Background: an optimization exercise with open tools, aiming at small area, a short achievable clock period and few clock cycles per item. Do not read the settings as production practice. Only simulation tests tie the RTL to the original design; equivalence was not proved.

Setup of job 101:
==> flow/design.v (excerpt) <==
module out_stage (
    input  wire        clk,
    input  wire        rst,           
    input  wire        cfg_we,
    input  wire [31:0] cfg_gain,      
    input  wire [1:0]  cfg_bits,      
    input  wire        cfg_rate_ok,   
    input  wire        sreset,
    input  wire        in_valid,
    output wire        in_ready,
    input  wire [31:0] in_data,
    output reg         out_valid,
    output reg  [31:0] out_data
);
clock: 45.0 ns
lec_check: 0
cap_margin: 20
core_margin: 2
core_utilization: 35
cts_cluster_diameter: 120
cts_cluster_size: 26
place_density: 0.6
setup_slack_margin: 1.5
slew_margin: 20
synth_hierarchical: 1
synth_minimum_keep_size: 0
standard.sh (not shown) runs the stock make flow with config.mk's settings and CLKGATE_MAP_FILE= SYNTH_SCRIPT=/design/flow/synth_recipe.tcl, a recipe that flattens the netlist after the stock synthesis.
==> flow/flow/run.sh <==
#!/bin/bash
# The standard layout, with the port buffers that buffer_ports inserts on
# every input and output made sky130_fd_sc_hd__buf_2 cells instead of its
# default choice (a delay buffer). Everything else is standard.sh unchanged.
set -euo pipefail
export BUFFER_PORTS_ARGS="-buffer_cell sky130_fd_sc_hd__buf_2"
bash standard.sh finish > standard_flow.log 2>&1
Testbench counts of job 101, summed over its fixed seeds: cycles 33,024, items 32,768.
#### Input delta (job 102 over job 101)
diff --git a/flow/design.v b/flow/design.v
--- a/flow/design.v
+++ b/flow/design.v
@@ -2577,12 +2577,21 @@
 );
     localparam [31:0] SEED_A = 32'd12345;
     localparam [31:0] SEED_B = 32'd67890;
     reg [1:0]  obits;
     reg        rate_ok;
     reg [31:0] sa, sb;
+    function [4:0] tzc24;
+        input [23:0] x;
+        integer i;
+        begin
+            tzc24 = 5'd0;
+            for (i = 23; i >= 0; i = i - 1)
+                if (x[i]) tzc24 = i[4:0];
+        end
+    endfunction
     reg        v0;
     reg        as0;
     reg [8:0]  ae0;                 
     reg [23:0] am0;
     reg        gs;
     reg [8:0]  ge;
@@ -2611,26 +2620,27 @@
             ae0 <= ae0 - 9'd1;
             am0 <= {am0[22:0], 1'b0};
         end
     end
     wire        sg1 = as0 ^ gs;
     wire        zf1 = (am0 == 24'd0) | (gm == 24'd0);
+    wire [5:0]  tzs = {1'b0, tzc24(am0)} + {1'b0, tzc24(gm)};
     wire [47:0] p1;
     mul24 u_mul (.a(am0), .b(gm), .p(p1));
     wire [9:0]  ex1 = {ae0[8], ae0} + {ge[8], ge} - 10'd126;
     reg        v1, sg2, zf2, st23, st22;
     reg [25:0] pw2;
     reg [9:0]  ex2;
     always @(posedge clk) begin
         v1   <= go & ~rst;
         sg2  <= sg1;
         zf2  <= zf1;
         pw2  <= p1[47:22];
         ex2  <= ex1;
-        st23 <= |p1[22:0];        
-        st22 <= |p1[21:0];        
+        st23 <= (tzs < 6'd23);    
+        st22 <= (tzs < 6'd22);    
     end
     wire        top  = pw2[25];
     wire [23:0] mant = top ? pw2[25:2] : pw2[24:1];
     wire        gbit = top ? pw2[1] : pw2[0];
     wire        st   = top ? st23 : st22;
     wire signed [10:0] e1 = $signed({ex2[9], ex2}) - $signed({10'd0, ~top});
==> notes.md <==
Between job 101 and job 102, the area growth from synthesis to layout figures differ only marginally.
Global router's overall resource usage: job 101 vs job 102, no meaningful difference
Against job 101, setup slack at placement in job 102 came out better.
Job 102 against job 101; first-iteration DRC count is down slightly.
The part of the cycle the worst path needs of job 102 and that of job 101 are within noise of each other.
As far as flip-flop and latch count goes, job 102 and job 101 are indistinguishable; the numbers are identical.
Diff job 101 -> job 102: number of iterations in the first detailed-routing pass went up by 3; share of the final layout cell area in sequential cells was more or less identical; final critical-path setup slack went up by 58 ps; worst-case register-to-register setup slack went down by 240 ps.
Number of signal-net buffers in the layout was lower in the run labelled job 102.
Re total buffers and inverters traversed by the critical path: no difference whatsoever between job 102 and job 101.
Testbench counts of job 102, summed over its fixed seeds: cycles 33,024, items 32,768.

== onyx ==
Another version of the RTL of out_stage (not shown whole).
Size: about 4400 cells after synthesis, ~110 I/O pins, roughly 43000 um^2 of cells after synthesis.
// out_stage
module out_stage (
    input  wire        clk,
    input  wire        rst,           
    input  wire        cfg_we,
    input  wire [31:0] cfg_gain,      
    input  wire [1:0]  cfg_bits,      
    input  wire        cfg_rate_ok,   
    input  wire        sreset,
    input  wire        in_valid,
    output wire        in_ready,
    input  wire [31:0] in_data,
    output reg         out_valid,
    output reg  [31:0] out_data
);
    localparam [31:0] SEED_A = 32'd12345;
    localparam [31:0] SEED_B = 32'd67890;
    reg [1:0]  obits;
    reg        rate_ok;
    reg [31:0] sa, sb;
    function [4:0] tzc24;
        input [23:0] x;
        integer i;
        begin
            tzc24 = 5'd0;
            for (i = 23; i >= 0; i = i - 1)
                if (x[i]) tzc24 = i[4:0];
        end
    endfunction
    reg        v0;
    reg        as0;
    reg [8:0]  ae0;                 
    reg [23:0] am0;
    reg        gs;
    reg [8:0]  ge;
    reg [23:0] gm;
    reg        na, ng;              
    reg        rdy;
    wire       stall = v0 & (na | ng);
    wire       go    = v0 & ~stall;
    assign in_ready = rdy;
    wire       v0_n  = ~rst & (stall | in_valid);
    wire       na_n  = stall ? (na & ~am0[22])
                             : ((in_data[30:23] == 8'd0) & (in_data[22:0] != 23'd0));
    wire       ng_n  = rst ? 1'b0
                     : cfg_we ? ((cfg_gain[30:23] == 8'd0) & (cfg_gain[22:0] != 23'd0))
                     : (ng & ~gm[22]);
    always @(posedge clk) begin
        v0  <= v0_n;
        na  <= na_n;
        ng  <= ng_n;
        rdy <= ~(v0_n & (na_n | ng_n));
        if (~stall) begin
            as0 <= in_data[31];
            ae0 <= (in_data[30:23] == 8'd0) ? 9'd1 : {1'b0, in_data[30:23]};
            am0 <= {(in_data[30:23] != 8'd0), in_data[22:0]};
        end else if (na) begin
            ae0 <= ae0 - 9'd1;
            am0 <= {am0[22:0], 1'b0};
        end
    end
    wire        sg1 = as0 ^ gs;
    wire        zf1 = (am0 == 24'd0) | (gm == 24'd0);
    wire [5:0]  tzs = {1'b0, tzc24(am0)} + {1'b0, tzc24(gm)};
    wire [47:0] p1;
  ...
Settings: LEC_CHECK=0, CAP_MARGIN=20, CORE_MARGIN=2, CORE_UTILIZATION=35, CTS_CLUSTER_DIAMETER=100, CTS_CLUSTER_SIZE=20, PLACE_DENSITY=0.6, SETUP_SLACK_MARGIN=1.5, SLEW_MARGIN=20, SYNTH_HIERARCHICAL=1, SYNTH_MINIMUM_KEEP_SIZE=0; clock period 45.0 ns.
run.sh (not shown) runs the stock make flow with config.mk's settings and CLKGATE_MAP_FILE= SYNTH_SCRIPT=/design/flow/synth_recipe.tcl, a recipe that flattens the netlist after the stock synthesis.
Stock flow here: none of the scripts above is used.
Testbench counts of onyx, summed over its fixed seeds: cycles 33,024, items 32,768.
For yarrow, these inputs were changed with respect to onyx:
--- a/flow/design.v
+++ b/flow/design.v
@@ -2511,39 +2511,42 @@
     wire        st   = top ? st23 : st22;
     wire signed [10:0] e1 = $signed({ex2[9], ex2}) - $signed({10'd0, ~top});
     wire        rnd  = gbit & (st | mant[0]);
     wire [24:0] m25  = {1'b0, mant} + {24'd0, rnd};
     wire        rovf = m25[24];
     wire [23:0] mr   = rovf ? 24'h800000 : m25[23:0];
     wire        nz   = ~zf2 & ((e1 > -11'sd23) ||
                                ((e1 == -11'sd23) && ((mant[22:0] != 23'd0) || gbit || st)));
     wire        big  = ~zf2 & ((e1 > 11'sd127) ||
                                ((e1 == 11'sd127) && ((mant[22:0] != 23'd0) || rnd)));
     wire [23:0] mc   = big ? 24'h800000 : mr;
+    wire [7:0]  ec   = big ? 8'd127 : (e1[7:0] + {7'd0, rovf});
     wire [4:0]  bm1  = (obits == 2'd0) ? 5'd15 : (obits == 2'd1) ? 5'd19 : 5'd23;
     wire signed [10:0] sr = e1 - 11'sd126 + $signed({6'd0, bm1});
     wire signed [10:0] s  = big ? $signed({6'd0, bm1}) + 11'sd1 : sr + $signed({10'd0, rovf});
     wire        lowr = zf2 | (s < -11'sd23);      
     wire [25:0] dp   = {2'b00, sa[31:8]} - {2'b00, sb[31:8]} + 26'd8388608;
     wire [25:0] f2   = (dp ^ {26{sg2}}) + {1'b0, sg2, 24'd0};
     reg        v2, sg3, lowr3, lrg3, cz3;
     reg [25:0] f;
     reg [23:0] mc3;
+    reg [7:0]  ec3;
     reg [5:0]  r3;
     always @(posedge clk) begin
         v2    <= v1 & ~rst;
         sg3   <= sg2;
         lowr3 <= lowr;
         lrg3  <= ~lowr & (s > 11'sd0);
         cz3   <= sg2 & nz;              
         mc3   <= mc;
+        ec3   <= ec;
         r3    <= 6'd24 - s[5:0];        
         f     <= f2;
     end
     wire [47:0] wide = {mc3, 24'd0} >> r3;
     wire [23:0] lo   = lowr3 ? 24'd0 : wide[23:0];
     wire [4:0]  n    = lrg3 ? r3[4:0] : (r3[4:0] - 5'd24);    
     wire [23:0] tm   = ~(24'hFFFFFF << n);
     wire        stlo = ~lrg3 & ((mc3 & tm) != 24'd0);
     wire        cin  = lowr3 ? cz3 : (sg3 & stlo);
     wire        c24;
     carry24 u_t (.a(lo), .b(f[23:0]), .ci(cin), .co(c24));
@@ -2551,25 +2554,24 @@
     wire        tneg = t[2];
     wire        t1   = (t == 3'd1);
     wire        t2   = (t == 3'd2);
     wire [23:0] mh   = mc3 & ~tm;
     wire [24:0] oh   = {tm, 1'b1} & ~{1'b0, tm};    
     wire [25:0] add  = tneg ? {2'b11, ~tm} : t2 ? {oh, 1'b0} : t1 ? {1'b0, oh} : 26'd0;
     wire [25:0] mq   = {2'b00, mh} + add;
     wire        dup  = mq[24];
     wire        ddn  = ~mq[24] & ~mq[23];
     wire [22:0] qf   = dup ? mq[23:1] : ddn ? {mq[21:0], 1'b0} : mq[22:0];
     wire [4:0]  bm3  = (obits == 2'd0) ? 5'd15 : (obits == 2'd1) ? 5'd19 : 5'd23;
-    wire [7:0]  ec3  = 8'd150 - {3'd0, bm3} - {2'd0, r3};
-    wire [7:0]  ecp  = 8'd151 - {3'd0, bm3} - {2'd0, r3};
-    wire [7:0]  ecm  = 8'd149 - {3'd0, bm3} - {2'd0, r3};
+    wire [7:0]  ecp  = ec3 + 8'd1;
+    wire [7:0]  ecm  = ec3 - 8'd1;
     wire [7:0]  qe   = dup ? ecp : ddn ? ecm : ec3;
     wire        kz   = (mq[24:22] == 3'd0);
     wire [31:0] ql   = kz ? 32'd0 : {sg3, qe, qf};
     wire [7:0]  es   = 8'd127 - {3'd0, bm3} + {7'd0, t2};
     wire [31:0] qs   = (t == 3'd0) ? 32'd0 : {sg3 ^ tneg, es, 23'd0};
     wire [31:0] q    = lrg3 ? ql : qs;
     wire [31:0] y    = rate_ok ? q : {q[31], 31'd0};
     always @(posedge clk) begin
         out_valid <= v2 & ~rst;
         out_data  <= y;
     end
Findings:
yarrow vs onyx on clock period minus final worst setup slack: yarrow is the lower one. Looking at routed wire length across yarrow and onyx, the one that comes out lower is yarrow. yarrow vs. onyx: non-clock inverter total of the final layout grew by about 0.8%, hold slack shrank by 0.012 ns. From onyx to yarrow the numbers moved as follows: depth of the worst register-to-register path saw an increase; starting utilization of the core area was more or less identical; worst setup slack increased 0.030 ns.
Testbench counts of yarrow, summed over its fixed seeds: cycles 33,024, items 32,768.

-- afterwards: timing with drivers on the ports --
How much do the figures lean on ideal ports? The routed layouts below were timed once more, with nothing changed but the port constraints.
Step 1 (the two cells are an assumption about what drives the block):
set clk [get_ports {clk}]
set_driving_cell -lib_cell sky130_fd_sc_hd__clkbuf_16 $clk
set_driving_cell -lib_cell sky130_fd_sc_hd__buf_2 [delete_from_list [all_inputs] $clk]
Step 2 times the ports against the registers' clock, not the clock port: input delays grow and output delays shrink by t, the midpoint of the rising clock arrivals with the driver on.
a / b / c = ideal ports / drivers / drivers and shift; a / b = the first two.
run	t, ns	slack for setup (ns)	slew at the worst register clock pin (ns)
job 101	0.587	34.817 / 34.759 / 34.438	0.11 / 0.11
job 102	0.615	34.875 / 34.858 / 34.310	0.11 / 0.11
onyx	0.704	34.439 / 34.362 / 33.965	0.09 / 0.09
yarrow	0.624	34.468 / 34.403 / 34.262	0.09 / 0.09
After both steps every run listed still meets setup and hold. The setup slack of job 102, which loses most, moves by -0.017 ns with the drivers and by -0.565 ns with both steps.
